Source: an optimization exercise on an open RTL-to-GDS flow (aim: small area, a short achievable clock period and few clock cycles). Production flows keep margins and buffers that such runs may drop. Function was checked by simulation only, so behaviour that the tests miss may differ from the original.

==> design.v <==
module epsilon_core (
    input  wire         clk,
    input  wire         rst,
    input  wire         req_valid,
    output wire         req_ready,
    input  wire [4:0]   req_op,
    input  wire [127:0] req_a,
    input  wire [127:0] req_b,
    output reg          resp_valid,
    output reg          resp_fault,
    output reg  [1:0]   resp_fc,
    output wire [127:0] resp_y,
    output wire [127:0] resp_z,
    output reg          resp_cf,
    output reg          resp_ir,
    output reg          resp_ex
);
    localparam SD = 4;               
    localparam WW = 130 + SD;        
    localparam [1:0] FC_NONE = 2'd0, FC_DIV_ZERO = 2'd1, FC_ILLEGAL = 2'd2;
    localparam NS = 9;
    localparam I_IDLE = 0, I_EXEC = 1, I_DIV2 = 2, I_DIVI = 3,
               I_DF1 = 4, I_DF2 = 5, I_DF3 = 6, I_I2F1 = 7, I_I2F2 = 8;
    reg  [NS-1:0] st;
    wire s_idle = st[I_IDLE], s_exec = st[I_EXEC];
    wire s_div2 = st[I_DIV2], s_divi = st[I_DIVI], s_df1 = st[I_DF1], s_df2 = st[I_DF2];
    wire s_df3  = st[I_DF3],  s_i2f1 = st[I_I2F1], s_i2f2 = st[I_I2F2];
    reg  o_add, o_inc, o_sub, o_dec, o_64, o_neg, o_cmp, o_cmps, o_lsh, o_rsh, o_rotl;
    reg  o_f2u, o_u2f, o_i2f, o_mul, o_div;
    reg  [127:0]  A;         
    reg  [127:0]  B;         
    reg  [127:0]  Y;         
    reg  [127:0]  Z;         
    reg  [127:0]  W;         
    reg  [1:0]    a_hi, w_hi;
    reg  [SD-1:0] a_lo, w_lo;
    reg  [7:0]    lzq;       
    reg  [7:0]    lza_q;     
    reg  [7:0]    dcnt;      
    reg           negq;      
    reg           qpr, qnr;  
    assign req_ready = s_idle;
    assign resp_y = Y;
    assign resp_z = Z;
    wire o_i2fx = o_u2f | o_i2f;
    wire o_ill  = ~(o_add | o_inc | o_sub | o_dec | o_neg | o_cmp | o_lsh | o_rsh | o_rotl |
                    o_f2u | o_i2fx | o_mul | o_div);
    wire [127:0] Bm = {(o_64 & s_exec) ? 64'd0 : B[127:64], B[63:0]};
    function [7:0] lzc128;
        input [127:0] x;
        reg   [127:0] v, vv;
        reg   [7*128-1:0] c;
        integer lvl, i;
        begin
            for (i = 0; i < 128; i = i + 1)
                v[i] = x[127 - i];
            c  = {7*128{1'b0}};
            vv = 128'd0;
            for (lvl = 0; lvl < 7; lvl = lvl + 1) begin
                for (i = 0; i < 64; i = i + 1) begin
                    if (i < (64 >> lvl)) begin
                        vv[i] = v[2*i] | v[2*i+1];
                        c[7*i +: 7] = v[2*i] ? c[7*(2*i) +: 7] : (c[7*(2*i+1) +: 7] | (7'd1 << lvl));
                    end
                end
                v = vv;
            end
            lzc128 = v[0] ? {1'b0, c[6:0]} : 8'd128;
        end
    endfunction
    wire [7:0] lz_a = lzc128(A);
    wire [7:0] lz_b = lzc128(Bm);
    wire [SD:0] lo_sum = {1'b0, a_lo} + {1'b0, w_lo};
    wire sel_bm = (s_exec & (((o_add | o_sub) & ~o_inc & ~o_dec) | o_cmp)) | s_df2;
    wire sel_z  = s_df3;
    wire sel_w  = s_df1;
    wire sel_y  = s_df3;
    wire inv_a  = s_exec & (o_neg | o_i2fx);
    wire inv_b  = (s_exec & (o_sub | o_dec | o_cmp)) | s_df3;
    wire cin    = (s_exec & (o_inc | (o_sub & ~o_dec) | o_cmp | o_neg | o_i2fx)) |
                  (s_df1 & lo_sum[SD]) | (s_df3 & ~negq);
    wire [127:0] x1 = (sel_y ? Y : A) ^ {128{inv_a}};
    wire [127:0] x2 = (({128{sel_bm}} & Bm) | ({128{sel_z}} & Z) | ({128{sel_w}} & W)) ^
                      {128{inv_b}};
    wire [128:0] sum  = {1'b0, x1} + {1'b0, x2} + {128'd0, cin};
    wire         cout = sum[128];
    wire a_eq_b  = (A == Bm);
    wire a_lt    = (o_cmps & (A[127] ^ B[127])) ? A[127] : ~cout;
    wire [127:0] cmp_y = {{127{a_lt}}, a_lt | ~a_eq_b};
    wire         f_s  = A[63];
    wire [10:0]  f_e  = A[62:52];
    wire         f_fz = (A[51:0] == 52'd0);
    wire         f_left = (f_e >= 11'd1075);             
    reg          f_zero, f_fill, f_ir, f_ex_sp, f_sp;
    always @(*) begin
        f_sp = 1'b1; f_zero = 1'b1; f_fill = 1'b0; f_ir = 1'b0; f_ex_sp = 1'b0;
        if (f_e == 11'h7FF) begin
            f_zero = ~(f_fz & ~f_s); f_fill = f_fz & ~f_s;
        end else if (f_e == 11'd0 && f_fz) begin
            f_ir = 1'b1; f_ex_sp = 1'b1;
        end else if (f_s) begin
        end else if (f_e == 11'd0) begin
            f_ir = 1'b1;
        end else if (f_e >= 11'd1151) begin
            f_zero = 1'b0; f_fill = 1'b1;
        end else if (f_e < 11'd1023) begin
            f_ir = 1'b1;
        end else begin
            f_sp = 1'b0; f_zero = 1'b0; f_ir = 1'b1;
        end
    end
    wire         rot_f2u = s_exec & o_f2u;
    wire         mul_b   = (lz_b >= lz_a);                  
    wire [7:0]   lz_m    = mul_b ? lz_b : lz_a;             
    wire         rot_b   = s_div2 | (s_exec & o_mul & mul_b);
    wire [127:0] rot_in  = rot_b ? Bm : rot_f2u ? {75'd0, 1'b1, A[51:0]} : A;
    reg  [6:0]   rot_amt;
    always @(*) begin
        if (s_div2)                         rot_amt = lzq[6:0];
        else if (s_df3)                     rot_amt = 7'd0 - lzq[6:0];
        else if (s_exec & o_f2u)            rot_amt = A[58:52] + 7'd77;    
        else if (s_exec & (o_lsh | o_rotl)) rot_amt = B[6:0];
        else if (s_exec & o_rsh)            rot_amt = 7'd0 - B[6:0];
        else if (s_exec & o_mul)            rot_amt = {lz_m[6:2], 2'b00};    
        else                                rot_amt = lz_a[6:0];
    end
    function [127:0] rotl128;
        input [127:0] x;
        input [6:0]   r;
        integer j;
        begin
            for (j = 6; j >= 0; j = j - 1)
                if (r[j]) x = (x << (1 << j)) | (x >> (128 - (1 << j)));
            rotl128 = x;
        end
    endfunction
    wire [127:0] rot_out = rotl128(rot_in, rot_amt);
    wire [6:0] m_lo = o_lsh ? B[6:0] : 7'd0;
    wire [6:0] m_hi = o_rsh ? ~B[6:0] :
                      (o_f2u & ~f_left) ? (A[58:52] + 7'd1) : 7'd127;    
    reg  [127:0] keep;
    integer ki;
    always @(*)
        for (ki = 0; ki < 128; ki = ki + 1)
            keep[ki] = (ki[6:0] >= m_lo) && (ki[6:0] <= m_hi);
    wire sh_big = (o_lsh | o_rsh) & (|B[63:7]);
    wire f2u_ex = f_sp ? f_ex_sp : ~|(rot_out & ~keep);
    wire [127:0] rm_y = (sh_big | (o_f2u & f_zero)) ? 128'd0 :
                        (o_f2u & f_fill)            ? {128{1'b1}} :
                        (rot_out & keep);
    wire [52:0]  n_m      = A[127:75];
    wire         n_guard  = A[74];
    wire         n_sticky = |A[73:0];
    wire         n_up     = n_guard & (n_sticky | n_m[0]);
    wire [10:0]  n_exp    = 11'd1150 - {3'd0, lzq};
    wire [62:0]  n_bits   = {n_exp, n_m[51:0]} + {62'd0, n_up};
    wire         n_zero   = lzq[7];
    wire [63:0]  i2f_y    = n_zero ? 64'd0 : {negq, n_bits};
    wire         i2f_ex   = ~(n_guard | n_sticky);
    wire        dv_zero = lz_b[7];                          
    wire        dv_none = lz_b < lz_a;                      
    wire [7:0]  dv_n1   = lzq - lza_q + 8'd1;               
    function [2:0] pad;                                     
        input [7:0] x;
        integer k;
        begin
            pad = 3'd0;
            for (k = 0; k < 256; k = k + 1)
                if (x == k) pad = (SD - (k % SD)) % SD;
        end
    endfunction
    wire [2:0]  dv_e    = (SD == 4) ? {1'b0, 2'd0 - dv_n1[1:0]} : pad(dv_n1);
    wire [WW-1:0] ws_init = {3'd0, A, {(SD-1){1'b0}}} >> dv_e;
    wire [WW-1:0] dext = {2'b00, B, {SD{1'b0}}};
    function [1:0] srt_next;             
        input [WW-1:0] a, b;
        input [4:0]    xt;               
        reg   [3:0]    s4, c4, est;
        begin
            s4  = a[WW-2:WW-5] ^ b[WW-2:WW-5] ^ xt[4:1];
            c4  = (a[WW-3:WW-6] & b[WW-3:WW-6]) | (a[WW-3:WW-6] & xt[3:0]) |
                  (b[WW-3:WW-6] & xt[3:0]);
            est = s4 + c4;
            srt_next = {~est[3], est[3] & ~(&est)};
        end
    endfunction
    wire [4:0] dtop  = dext[WW-1:WW-5];
    reg  [WW-1:0] ws, wc, xs, s2, c2;
    reg  [SD-1:0] qpos, qneg;
    reg           qp, qn;
    reg  [1:0]    nq_p, nq_z, nq_n;
    wire [127:0]  zx = Z;                                  
    integer si;
    always @(*) begin
        ws = {a_hi, A, a_lo};
        wc = {w_hi, W, w_lo};
        qp = o_mul ? 1'b0 : qpr;
        qn = o_mul ? zx[127] : qnr;
        for (si = 0; si < SD; si = si + 1) begin
            nq_p = srt_next(ws, wc, ~dtop);
            nq_z = srt_next(ws, wc, 5'd0);
            nq_n = srt_next(ws, wc, dtop);
            qpos[SD-1-si] = qp;
            qneg[SD-1-si] = qn;
            xs  = qp ? ~dext : (qn ? dext : {WW{1'b0}});
            s2  = ws << 1;
            c2  = wc << 1;
            ws  = s2 ^ c2 ^ xs;
            wc  = {((s2 & c2) | (s2 & xs) | (c2 & xs)), 1'b0} | {{(WW-1){1'b0}}, qp};
            {qp, qn} = qp ? nq_p : (qn ? nq_n : nq_z);
            if (o_mul) begin
                qp = 1'b0;
                qn = (si < SD - 1) ? zx[126-si] : 1'b0;
            end
        end
    end
    wire exec_go   = (o_div & ~dv_zero & ~dv_none) | (o_mul & ~lz_m[7]);
    wire exec_resp = s_exec & ~o_i2fx & ~exec_go;
    wire df1_neg   = a_hi[0] ^ w_hi[0] ^ cout;
    always @(posedge clk) begin
        if (rst) begin
            st         <= {{(NS-1){1'b0}}, 1'b1};
            resp_valid <= 1'b0;
        end else begin
            st <= {NS{1'b0}};
            st[I_IDLE] <= (s_idle & ~req_valid) | exec_resp | s_i2f2 | (s_df1 & o_mul) | s_df3;
            st[I_EXEC] <= s_idle & req_valid;
            st[I_DIV2] <= s_exec & o_div & exec_go;
            st[I_DIVI] <= s_div2 | (s_exec & o_mul & exec_go) | (s_divi & (dcnt != SD));
            st[I_DF1]  <= s_divi & (dcnt == SD);
            st[I_DF2]  <= s_df1 & ~o_mul & df1_neg;
            st[I_DF3]  <= (s_df1 & ~o_mul & ~df1_neg) | s_df2;
            st[I_I2F1] <= s_exec & o_i2f & A[127];
            st[I_I2F2] <= (s_exec & o_i2fx & ~(o_i2f & A[127])) | s_i2f1;
            resp_valid <= exec_resp | s_i2f2 | (s_df1 & o_mul) | s_df3;
        end
    end
    always @(posedge clk) begin
        if (s_exec) begin
            resp_fault <= o_ill | (o_div & dv_zero);
            resp_fc    <= o_ill ? FC_ILLEGAL : (o_div & dv_zero) ? FC_DIV_ZERO : FC_NONE;
            resp_cf    <= (o_add | o_inc) ? cout : (o_sub | o_dec) ? ~cout : 1'b0;
            resp_ir    <= o_f2u & f_ir;
            resp_ex    <= o_f2u & f2u_ex;
        end else begin
            resp_fault <= 1'b0;
            resp_fc    <= FC_NONE;
            resp_cf    <= 1'b0;
            resp_ir    <= s_i2f2;
            resp_ex    <= s_i2f2 & i2f_ex;
        end
        if (s_idle) begin
            o_add  <= (req_op == 5'h00) | (req_op == 5'h01);
            o_inc  <= (req_op == 5'h02);
            o_sub  <= (req_op == 5'h04) | (req_op == 5'h05);
            o_dec  <= (req_op == 5'h06);
            o_64   <= (req_op == 5'h01) | (req_op == 5'h05) | (req_op == 5'h09) |
                      (req_op == 5'h0C) | (req_op == 5'h1A);
            o_neg  <= (req_op == 5'h10);
            o_cmp  <= (req_op == 5'h18) | (req_op == 5'h19) | (req_op == 5'h1A);
            o_cmps <= (req_op == 5'h18);
            o_lsh  <= (req_op == 5'h14);
            o_rsh  <= (req_op == 5'h15);
            o_rotl <= (req_op == 5'h16);
            o_f2u  <= (req_op == 5'h1C);
            o_u2f  <= (req_op == 5'h1D);
            o_i2f  <= (req_op == 5'h1E);
            o_mul  <= (req_op == 5'h08) | (req_op == 5'h09);
            o_div  <= (req_op == 5'h0C) | (req_op == 5'h0D);
        end
        if (s_idle)
            A <= req_a;
        else if (s_exec & o_mul)
            {a_hi, A, a_lo} <= {WW{1'b0}};
        else if (s_exec)
            A <= (o_i2f & A[127]) ? sum[127:0] : rot_out;
        else if (s_div2)
            {a_hi, A, a_lo} <= ws_init;
        else if (s_divi)
            {a_hi, A, a_lo} <= ws;
        else if (s_i2f1)
            A <= rot_out;
        else
            A <= sum[127:0];                  
        if (s_idle)
            B <= req_b;
        else if (s_exec)
            B <= (o_mul & mul_b) ? A : Bm;    
        else if (s_div2)
            B <= rot_out;                     
        if (s_div2 | s_exec)
            {w_hi, W, w_lo} <= {WW{1'b0}};
        else
            {w_hi, W, w_lo} <= wc;
        if (s_exec)
            Y <= (o_add | o_inc | o_sub | o_dec | o_neg) ? sum[127:0] :
                 o_cmp ? cmp_y :
                 (o_lsh | o_rsh | o_rotl | o_f2u) ? rm_y : 128'd0;
        else if (s_div2)
            Y <= 128'd0;
        else if (s_divi)
            Y <= {Y[127-SD:0], qpos};
        else if (s_i2f2)
            Y <= {64'd0, i2f_y};
        else if ((s_df1 & o_mul) | s_df3)
            Y <= sum[127:0];
        if (s_exec)
            Z <= o_mul ? rot_out : o_div ? A : 128'd0;      
        else if (s_divi)
            Z <= {Z[127-SD:0], qneg};
        else if (s_df3)
            Z <= rot_out;
        else if (~((s_df1 & ~o_mul) | s_df2))
            Z <= 128'd0;
        if (s_exec) begin
            lzq   <= o_div ? lz_b : lz_a;
            lza_q <= lz_a;
            negq  <= o_i2f & A[127];
        end else if (s_i2f1) begin
            lzq   <= lz_a;
        end else if (s_df1) begin
            negq  <= df1_neg;
        end
        if (s_exec)
            dcnt <= 8'd128 - {lz_m[6:2], 2'b00};         
        else if (s_div2)
            dcnt <= dv_n1 + {5'd0, dv_e};
        else
            dcnt <= dcnt - SD;
        if (s_div2) begin
            qpr <= 1'b1;
            qnr <= 1'b0;
        end else begin
            qpr <= qp;
            qnr <= qn;
        end
    end
endmodule
==> run.sh <==
#!/bin/bash
# synth_recipe.tcl (not shown) runs the flow's synth.tcl, then flattens the netlist and writes it again
# the make line also repeats each setting of config.mk as NAME=value (left out here)
make -C /OpenROAD-flow-scripts/flow DESIGN_CONFIG=/design/flow/config.mk WORK_HOME=/design/flow/orfs CLKGATE_MAP_FILE= SYNTH_SCRIPT=/design/flow/synth_recipe.tcl finish
==> config.mk <==
export PLATFORM = sky130hd
export DESIGN_NAME = epsilon_core
export DESIGN_NICKNAME = epsilon_core
export VERILOG_FILES = /design/flow/design.v
export SDC_FILE = /design/flow/constraint.sdc
export NUM_CORES = 4
export LEC_CHECK = 0
export CAP_MARGIN = 40
export CORE_MARGIN = 2
export CORE_UTILIZATION = 25
export PLACE_DENSITY = 0.33
export SETUP_SLACK_MARGIN = 5
export SLEW_MARGIN = 40
export TNS_END_PERCENT = 100
==> constraint.sdc <==
create_clock -name core_clock -period 15.0 [get_ports {clk}]
set_input_delay 3.0000 -clock core_clock [delete_from_list [all_inputs] [get_ports {clk}]]
set_output_delay 3.0000 -clock core_clock [all_outputs]
set_load 0.01 [all_outputs]
==> impl_metrics.xml, run 1 <==
<?xml version="1.0" encoding="UTF-8"?>
<metrics>
  <group name="floorplanning">
    <metric name="floorplan.initialDensity" unit="">0.251</metric>
    <metric name="std_cell_rows" unit="">232</metric>
    <metric name="die_y" unit="um">638</metric>
    <metric name="design.die.area" unit="um2">407000</metric>
    <metric name="die-width" unit="um">638</metric>
    <metric name="num_io_pins" unit="">528</metric>
    <metric name="core_area" unit="um2">400000</metric>
  </group>
  <group name="place">
    <metric name="detailedPlace.worstSlack" unit="ns">2.56</metric>
    <metric name="io_buffer_count" unit="">527</metric>
    <metric name="dp_hpwl" unit="um">831000</metric>
    <metric name="gp_congestion" unit="">1.11</metric>
  </group>
  <group name="layout">
    <metric name="nFillCells" unit="">42900</metric>
    <metric name="nets_final" unit="">14700</metric>
    <metric name="final_layout_size_suffix_gt1_frac" unit="">0.145</metric>
    <metric name="sequential_cell_area" unit="um2">18400</metric>
    <metric name="multi_input_comb_area" unit="um2">77300</metric>
    <metric name="layout_common_cells" unit="">nand2_1, o21ai_0, nor2_1</metric>
    <metric name="layout-area-overhead-vs-synth" unit="%">22.9</metric>
    <metric name="mostFrequentLayoutCell" unit="">nand2_1</metric>
  </group>
  <group name="setup_path">
    <metric name="timing_worst_setup_path_type" unit="">reg -&gt; reg</metric>
    <metric name="required" unit="ns">15.86</metric>
    <metric name="cp_common_cell" unit="">nor3_1</metric>
    <metric name="timing.reg2reg.worst_path_depth" unit="">36</metric>
    <metric name="worstReg2RegStart" unit="">B[68]</metric>
    <metric name="timing.critical_path.to_type" unit="">flop</metric>
    <metric name="critical_path.max_stage_delay" unit="ns">0.60</metric>
    <metric name="start_kind" unit="">flop</metric>
    <metric name="path_buf_inv" unit="">4</metric>
    <metric name="arrival" unit="ns">11.37</metric>
    <metric name="reg_to_reg_setup_timing_slack" unit="ns">4.49</metric>
    <metric name="critPathTopFamily" unit="">compound AO/OA/AOI/OAI gates</metric>
    <metric name="worst-path-max-fanout" unit="">17</metric>
    <metric name="crit_path_top_delay_cell" unit="">mux2_2</metric>
    <metric name="timing.rr.end" unit="">resp_ex</metric>
  </group>
  <group name="status">
    <metric name="status" unit="">timing/DRC/antenna clean</metric>
  </group>
  <group name="yosys">
    <metric name="post_synth_instance_area" unit="um2">100000</metric>
    <metric name="async_s_r_ff_share_synth" unit="">0</metric>
    <metric name="number_of_synthesized_register_bits" unit="">707</metric>
    <metric name="syn_avg_cell_area" unit="um2">7.53</metric>
    <metric name="synthesis.nets" unit="">14400</metric>
    <metric name="synth-warning-count" unit="">1</metric>
    <metric name="synth_cell_type_count" unit="">113</metric>
    <metric name="synth-seq-area-share" unit="">0.183</metric>
    <metric name="synthesis.instances" unit="">13300</metric>
    <metric name="synth-edff-count" unit="">423</metric>
    <metric name="synth_flop_cell" unit="">edfxtp_1</metric>
  </group>
  <group name="grt">
    <metric name="grt_pass1_wl" unit="um">1360000</metric>
    <metric name="number_of_global_route_vias_before_repair" unit="">121000</metric>
    <metric name="combined_global_route_utilization_of_all_metal_layers" unit="">0.511</metric>
    <metric name="antenna_violations_before_repair" unit="">239</metric>
    <metric name="maximum_number_of_pins_on_one_net_before_global_route_repair" unit="">103</metric>
    <metric name="grt_total_ovfl" unit="">0</metric>
  </group>
  <group name="timing">
    <metric name="fin_skew" unit="ns">0.0952</metric>
    <metric name="clock_period_minus_final_worst_setup_slack" unit="ns">10.51</metric>
    <metric name="setup-tns-final" unit="ns">0</metric>
    <metric name="max_freq" unit="MHz">95.1</metric>
    <metric name="fin_ws" unit="ns">4.49</metric>
    <metric name="setup_violations" unit="">0</metric>
    <metric name="timing.slew.headroom" unit="">0.277</metric>
    <metric name="final_min_period_over_clock_period" unit="">0.701</metric>
    <metric name="final_layout_worst_hold_slack" unit="ns">0.531</metric>
    <metric name="rsz0062_at_grt" unit="">yes</metric>
    <metric name="drv_slew" unit="">0</metric>
    <metric name="worst_pin_slew" unit="ns">1.08</metric>
    <metric name="finalHoldViolCount" unit="">0</metric>
  </group>
  <group name="routing">
    <metric name="drtIter0Drc" unit="">23400</metric>
    <metric name="dr_total_vias" unit="">133000</metric>
    <metric name="dr.pass1.iters" unit="">11</metric>
    <metric name="drt_drc_violations_left" unit="">0</metric>
    <metric name="drtAntennaViolNets" unit="">0</metric>
    <metric name="vias_per_cell" unit="">6.88</metric>
    <metric name="drt-wirelength-per-cell" unit="um">55.8</metric>
    <metric name="finalWirelength" unit="um">1080000</metric>
  </group>
  <group name="clock_tree">
    <metric name="cts-buffers-inserted" unit="">116</metric>
    <metric name="largest_buffer_count_on_any_clock_path" unit="">4</metric>
    <metric name="cts_num_sinks" unit="">707</metric>
    <metric name="cts_tree" unit="">yes</metric>
    <metric name="htree_levels" unit="">3</metric>
    <metric name="worstSkewPairLatency" unit="ns">1.00</metric>
    <metric name="postCtsHoldBufs" unit="">0</metric>
    <metric name="worst_setup_hold_path_clk_slew" unit="ns">0.07</metric>
    <metric name="root_buffer" unit="">clkbuf_16</metric>
  </group>
  <group name="hold_path">
    <metric name="hp-class" unit="">reg -&gt; reg</metric>
    <metric name="hold_start" unit="">st[5]</metric>
    <metric name="min_to" unit="">st[6]</metric>
    <metric name="whs_path_depth" unit="">2</metric>
  </group>
  <group name="flow_run">
    <metric name="max_cap_viol_count" unit="">0</metric>
  </group>
</metrics>
## layer usage
| layer | GRT usage | share of wire |
|---|---|---|
| met1 | 0.588 | 0.36 |
| met3 | 0.216 | 0.13 |
| met5 | 0.00803 | 0.00079 |
| met2 | 0.704 | 0.39 |
| met4 | 0.490 | 0.12 |
## cell families after synthesis
group | Yosys count | synth area share
buf+inv | 2156 | 0.0847
xor+xnor | 582 | 0.0507
compound gates | 4568 | 0.289
flops | 707 | 0.183
other cells | 1 | 0.0000373
simple gates | 3688 | 0.165
fa+ha+maj | 770 | 0.137
mux | 865 | 0.0907
## state kept, by name (all words and copies together) (netlist names), 2 cells and up
register and cells:
st 9, dcnt 7, w_lo 3, B 128, W 128, Z 128
lzq 8, a_lo 4, A 128, resp_fc 2, Y 128, lza_q 8
## worst min-delay path, cell delays in order, from the launching register on
cell,delay [ns]
dfxtp_1,0.33
a21oi_1,0.12
nor2_1,0.05
## through the flow
step,instances,utilization,cell area (um2)
after detailed placement,18700,0.291,116000
after CTS,18900,0.303,121000
final,19300,0.309,123000
after global routing,19200,0.308,123000
after floorplan,13300,-,100000
after global placement,18600,0.286,115000
## what timing repair did
item,in CTS,in global routing
buffers inserted,42,49
setup endpoints to repair,515,219
resized for setup,131,129
gates cloned,4,1
pin swaps,14,12
## final cells by class
cell class	count	area share
multi-input combinational	10500	0.626
clock buffer	148	0.0252
antenna	318	0.00644
sequential	707	0.149
inverter	838	0.0257
timing repair buffer	1487	0.109
clock inverter	67	0.00491
tap	5265	0.0533
## how the worst max path moves through the flow
stage	start	to	cells after the start
floorplan	B[127]	A[124]	35
global placement	A[95]	resp_ex	26
detailed placement	A[53]	resp_ex	29
CTS	B[69]	resp_ex	38
global route	B[68]	resp_ex	40
finish	B[68]	resp_ex	36
## cells in the mapped netlist, types with 54 or more instances
cell type     n  area share
xnor2_1     236       0.021
o211ai_1    169       0.013
a21oi_1     905       0.045
nand2b_1     72      0.0045
nand4_1      88      0.0055
inv_1       831       0.031
a222oi_1    141       0.014
buf_2        69      0.0034
fa_1        547        0.11
edfxtp_1    423        0.13
o21ai_0    1478       0.074
mux2_2      170       0.019
o21bai_1     54      0.0040
nand2_1    1439       0.054
and3_1       55      0.0034
a221o_1      61      0.0061
ha_1        223       0.028
clkbuf_1   1073       0.040
o21ai_1      58      0.0029
a31oi_1     124      0.0077
nor4_1      114      0.0071
dfxtp_1     284       0.057
mux2i_1     665       0.066
nand3_1     221       0.011
xor2_1      346       0.030
o22ai_1     379       0.024
a21o_1      155       0.012
nor3_1      189      0.0094
nor2_1     1092       0.041
a211oi_1    119      0.0089
a22oi_1     266       0.020
and2_1      165       0.010
buf_1       123      0.0046
a221oi_1    153       0.013
o221ai_1     86      0.0075
Testbench counts, summed over its fixed seeds: cycles 28,400.
==> run 2: changes to the inputs <==
--- a/design.v
+++ b/design.v
@@ -88,28 +88,51 @@
     wire a_lt    = (o_cmps & (A[127] ^ B[127])) ? A[127] : ~cout;
     wire [127:0] cmp_y = {{127{a_lt}}, a_lt | ~a_eq_b};
-    wire         f_s  = A[63];
-    wire [10:0]  f_e  = A[62:52];
-    wire         f_fz = (A[51:0] == 52'd0);
-    wire         f_left = (f_e >= 11'd1075);             
-    reg          f_zero, f_fill, f_ir, f_ex_sp, f_sp;
+    wire         r_f2u  = (req_op == 5'h1C);
+    wire         r_lsh  = (req_op == 5'h14);
+    wire         r_rsh  = (req_op == 5'h15);
+    wire         r_m64  = (req_op == 5'h09);
+    wire         r_s    = req_a[63];
+    wire [10:0]  r_e    = req_a[62:52];
+    wire         r_fz   = (req_a[51:0] == 52'd0);
+    wire         r_left = (r_e >= 11'd1075);             
+    reg          rf_zero, rf_fill, rf_ir, rf_ex_sp, rf_sp;
     always @(*) begin
-        f_sp = 1'b1; f_zero = 1'b1; f_fill = 1'b0; f_ir = 1'b0; f_ex_sp = 1'b0;
-        if (f_e == 11'h7FF) begin
-            f_zero = ~(f_fz & ~f_s); f_fill = f_fz & ~f_s;
-        end else if (f_e == 11'd0 && f_fz) begin
-            f_ir = 1'b1; f_ex_sp = 1'b1;
-        end else if (f_s) begin
-        end else if (f_e == 11'd0) begin
-            f_ir = 1'b1;
-        end else if (f_e >= 11'd1151) begin
-            f_zero = 1'b0; f_fill = 1'b1;
-        end else if (f_e < 11'd1023) begin
-            f_ir = 1'b1;
+        rf_sp = 1'b1; rf_zero = 1'b1; rf_fill = 1'b0; rf_ir = 1'b0; rf_ex_sp = 1'b0;
+        if (r_e == 11'h7FF) begin
+            rf_zero = ~(r_fz & ~r_s); rf_fill = r_fz & ~r_s;
+        end else if (r_e == 11'd0 && r_fz) begin
+            rf_ir = 1'b1; rf_ex_sp = 1'b1;
+        end else if (r_s) begin
+        end else if (r_e == 11'd0) begin
+            rf_ir = 1'b1;
+        end else if (r_e >= 11'd1151) begin
+            rf_zero = 1'b0; rf_fill = 1'b1;
+        end else if (r_e < 11'd1023) begin
+            rf_ir = 1'b1;
         end else begin
-            f_sp = 1'b0; f_zero = 1'b0; f_ir = 1'b1;
+            rf_sp = 1'b0; rf_zero = 1'b0; rf_ir = 1'b1;
         end
     end
+    wire [6:0] r_amt  = r_f2u ? (req_a[58:52] + 7'd77) :           
+                        r_rsh ? (7'd0 - req_b[6:0]) : req_b[6:0];
+    wire [6:0] r_mlo  = r_lsh ? req_b[6:0] : 7'd0;
+    wire [6:0] r_mhi  = r_rsh ? ~req_b[6:0] :
+                        (r_f2u & ~r_left) ? (req_a[58:52] + 7'd1) : 7'd127;    
+    wire       r_big  = (r_lsh | r_rsh) & (|req_b[63:7]);
+    reg  [15:0] r_ga, r_gb, r_gaf;
+    integer gi;
+    always @(*) begin
+        for (gi = 0; gi < 16; gi = gi + 1) begin
+            r_ga[gi] = |req_a[8*gi +: 8];
+            r_gb[gi] = (r_m64 && gi >= 8) ? 1'b0 : |req_b[8*gi +: 8];
+        end
+        for (gi = 0; gi < 16; gi = gi + 1)
+            r_gaf[gi] = |(r_ga >> gi);
+    end
+    wire       r_mulb = ~|(r_gb & ~r_gaf);                 
+    reg        f_zero, f_fill, f_ir, f_ex_sp, f_sp, sh_big, mulb_q;
+    reg  [6:0] sh_amt, m_lo, m_hi;
     wire         rot_f2u = s_exec & o_f2u;
-    wire         mul_b   = (lz_b >= lz_a);                  
+    wire         mul_b   = mulb_q;                          
     wire [7:0]   lz_m    = mul_b ? lz_b : lz_a;             
     wire         rot_b   = s_div2 | (s_exec & o_mul & mul_b);
@@ -119,7 +142,6 @@
         if (s_div2)                         rot_amt = lzq[6:0];
         else if (s_df3)                     rot_amt = 7'd0 - lzq[6:0];
-        else if (s_exec & o_f2u)            rot_amt = A[58:52] + 7'd77;    
-        else if (s_exec & (o_lsh | o_rotl)) rot_amt = B[6:0];
-        else if (s_exec & o_rsh)            rot_amt = 7'd0 - B[6:0];
+        else if (s_exec & (o_f2u | o_lsh | o_rotl | o_rsh))
+                                            rot_amt = sh_amt;
         else if (s_exec & o_mul)            rot_amt = {lz_m[6:2], 2'b00};    
         else                                rot_amt = lz_a[6:0];
@@ -136,7 +158,4 @@
     endfunction
     wire [127:0] rot_out = rotl128(rot_in, rot_amt);
-    wire [6:0] m_lo = o_lsh ? B[6:0] : 7'd0;
-    wire [6:0] m_hi = o_rsh ? ~B[6:0] :
-                      (o_f2u & ~f_left) ? (A[58:52] + 7'd1) : 7'd127;    
     reg  [127:0] keep;
     integer ki;
@@ -144,5 +163,4 @@
         for (ki = 0; ki < 128; ki = ki + 1)
             keep[ki] = (ki[6:0] >= m_lo) && (ki[6:0] <= m_hi);
-    wire sh_big = (o_lsh | o_rsh) & (|B[63:7]);
     wire f2u_ex = f_sp ? f_ex_sp : ~|(rot_out & ~keep);
     wire [127:0] rm_y = (sh_big | (o_f2u & f_zero)) ? 128'd0 :
@@ -268,4 +286,14 @@
             o_mul  <= (req_op == 5'h08) | (req_op == 5'h09);
             o_div  <= (req_op == 5'h0C) | (req_op == 5'h0D);
+            f_zero  <= rf_zero;
+            f_fill  <= rf_fill;
+            f_ir    <= rf_ir;
+            f_ex_sp <= rf_ex_sp;
+            f_sp    <= rf_sp;
+            sh_big  <= r_big;
+            sh_amt  <= r_amt;
+            m_lo    <= r_mlo;
+            m_hi    <= r_mhi;
+            mulb_q  <= r_mulb;
         end
         if (s_idle)
--- a/config.mk
+++ b/config.mk
@@ -6,9 +6,9 @@
 export NUM_CORES = 4
 export LEC_CHECK = 0
-export CAP_MARGIN = 40
+export CAP_MARGIN = 20
 export CORE_MARGIN = 2
-export CORE_UTILIZATION = 25
-export PLACE_DENSITY = 0.33
+export CORE_UTILIZATION = 40
+export PLACE_DENSITY = 0.55
 export SETUP_SLACK_MARGIN = 5
-export SLEW_MARGIN = 40
+export SLEW_MARGIN = 20
 export TNS_END_PERCENT = 100
==> run 2 against run 1 <==
Compared with the run above: the run now fails in global routing; synthesized area increased by 1.9%; synthesized cell count decreased by 0.22%.
==> impl_metrics.xml, run 2 <==
<?xml version="1.0" encoding="UTF-8"?>
<metrics>
  <group name="floorplanning">
    <metric name="die_y" unit="um">510</metric>
    <metric name="die-width" unit="um">510</metric>
    <metric name="num_io_pins" unit="">528</metric>
    <metric name="std_cell_rows" unit="">185</metric>
    <metric name="floorplan.initialDensity" unit="">0.403</metric>
  </group>
  <group name="yosys">
    <metric name="synth_top_area_share" unit="">0.132</metric>
    <metric name="synthesis.nets" unit="">14300</metric>
    <metric name="syn_avg_cell_area" unit="um2">7.69</metric>
    <metric name="synth-warning-count" unit="">1</metric>
    <metric name="synthTopCellsByCount" unit="">o21ai_0, nand2_1, clkbuf_1</metric>
    <metric name="synth.most_common_cell" unit="">o21ai_0</metric>
    <metric name="ys_top_cells_by_area" unit="">edfxtp_1, fa_1, mux2i_1, o21ai_0, dfxtp_1</metric>
    <metric name="synth_cell_type_count" unit="">110</metric>
    <metric name="synth_flop_cell" unit="">edfxtp_1</metric>
    <metric name="synth-edff-count" unit="">451</metric>
    <metric name="post-synth-top-area-cell" unit="">edfxtp_1</metric>
    <metric name="synth-seq-area-share" unit="">0.188</metric>
    <metric name="post_synth_instance_area" unit="um2">102000</metric>
    <metric name="async_s_r_ff_share_synth" unit="">0</metric>
    <metric name="synthesis.instances" unit="">13300</metric>
    <metric name="number_of_synthesized_register_bits" unit="">735</metric>
  </group>
  <group name="grt">
    <metric name="grt_total_ovfl" unit="">708</metric>
    <metric name="maximum_number_of_pins_on_one_net_before_global_route_repair" unit="">137</metric>
    <metric name="combined_global_route_utilization_of_all_metal_layers" unit="">0.737</metric>
    <metric name="number_of_global_route_vias_before_repair" unit="">137000</metric>
    <metric name="grt_pass1_wl" unit="um">1330000</metric>
  </group>
  <group name="place">
    <metric name="placed_area" unit="um2">113000</metric>
    <metric name="io_buffer_count" unit="">527</metric>
    <metric name="gp_congestion" unit="">1.29</metric>
    <metric name="dp_hpwl" unit="um">691000</metric>
    <metric name="detailedPlace.worstSlack" unit="ns">4.64</metric>
  </group>
  <group name="status">
    <metric name="haltStage" unit="">global routing</metric>
    <metric name="error_line" unit="">[ERROR GRT-0116] Global routing finished with congestion. Check the congestion regions in the DRC Viewer.</metric>
    <metric name="status" unit="">stopped before the end</metric>
  </group>
  <group name="clock_tree">
    <metric name="largest_buffer_count_on_any_clock_path" unit="">3</metric>
    <metric name="htree_levels" unit="">3</metric>
    <metric name="cts_num_sinks" unit="">735</metric>
    <metric name="root_buffer" unit="">clkbuf_16</metric>
    <metric name="cts-buffers-inserted" unit="">101</metric>
  </group>
</metrics>
run 2: cell types whose count changed after synthesis, sizes merged, moves of 59 or more:
cell / delta
a221oi: -72
a22oi: -59
mux2i: +170
nand3: +151
nor2: -179
o21ai: -115
o22ai: -201
run 2: how the worst max path moves through the flow:
| stage | endpoint | from | slack (ns) |
|---|---|---|---|
| after floorplan | A[90] | B[127] | 6.85 |
| after global placement | resp_ex | B[50] | 4.44 |
| after detailed placement | A[126] | o_mul | 4.64 |
| after CTS | A[84] | B[126] | 5.17 |
run 2: kinds of logic after synthesis:
family | share of synthesized area
other | 0.0000367
AND/OR/NAND/NOR | 0.162
multiplexers | 0.114
flip-flops | 0.188
XOR/XNOR | 0.0521
adder cells (fa/ha/maj) | 0.134
AO/OA/AOI/OAI | 0.266
buffers and inverters | 0.0833
run 2: what timing repair did:
action	in CTS
gates resized for setup	3
setup endpoints to repair	2
hold buffers	0
setup buffers	1
cloned	1
run 2: per-stage QoR:
stage           util  instances
4_1_cts        0.460      16800
3_3_place_gp   0.444      16600
2_1_floorplan      -      13300
3_5_place_dp   0.446      16600
run 2: layer usage:
layer,track usage,overflow
met5,0.277,2
met2,0.873,384
met3,0.591,18
met1,0.766,11
met4,0.706,293
Testbench counts of run 2, summed over its fixed seeds: cycles 28,407.

separate check: timing with driven ports:
Ports are ideal in the flow. The routed layout listed here was re-timed in OpenROAD.
Step 1 (the two cells are an assumption about what drives the block):
set clk [get_ports {clk}]
set_driving_cell -lib_cell sky130_fd_sc_hd__clkbuf_16 $clk
set_driving_cell -lib_cell sky130_fd_sc_hd__buf_2 [delete_from_list [all_inputs] $clk]
Step 2 moves the port delays by t, midway between the first and last clock arrival at a register: inputs arrive t later, outputs are due t later. That takes back most of the time a late clock gives input paths.
Slacks: no drivers / after step 1 / after step 2; pairs: no drivers / after step 1.
run: run 1
shift t [ns]: 1.082
slack for setup (ns): 4.489 / 4.489 / 4.489
hold slack, ns: 0.531 / 0.531 / 0.531
clock arrival spread, ns: 0.095 / 0.095
pins driven straight from the clock port: 1
After both steps setup and hold are still met in run 1. The setup slack of run 1 moves by 0.000 ns with the drivers and by 0.000 ns with both steps.
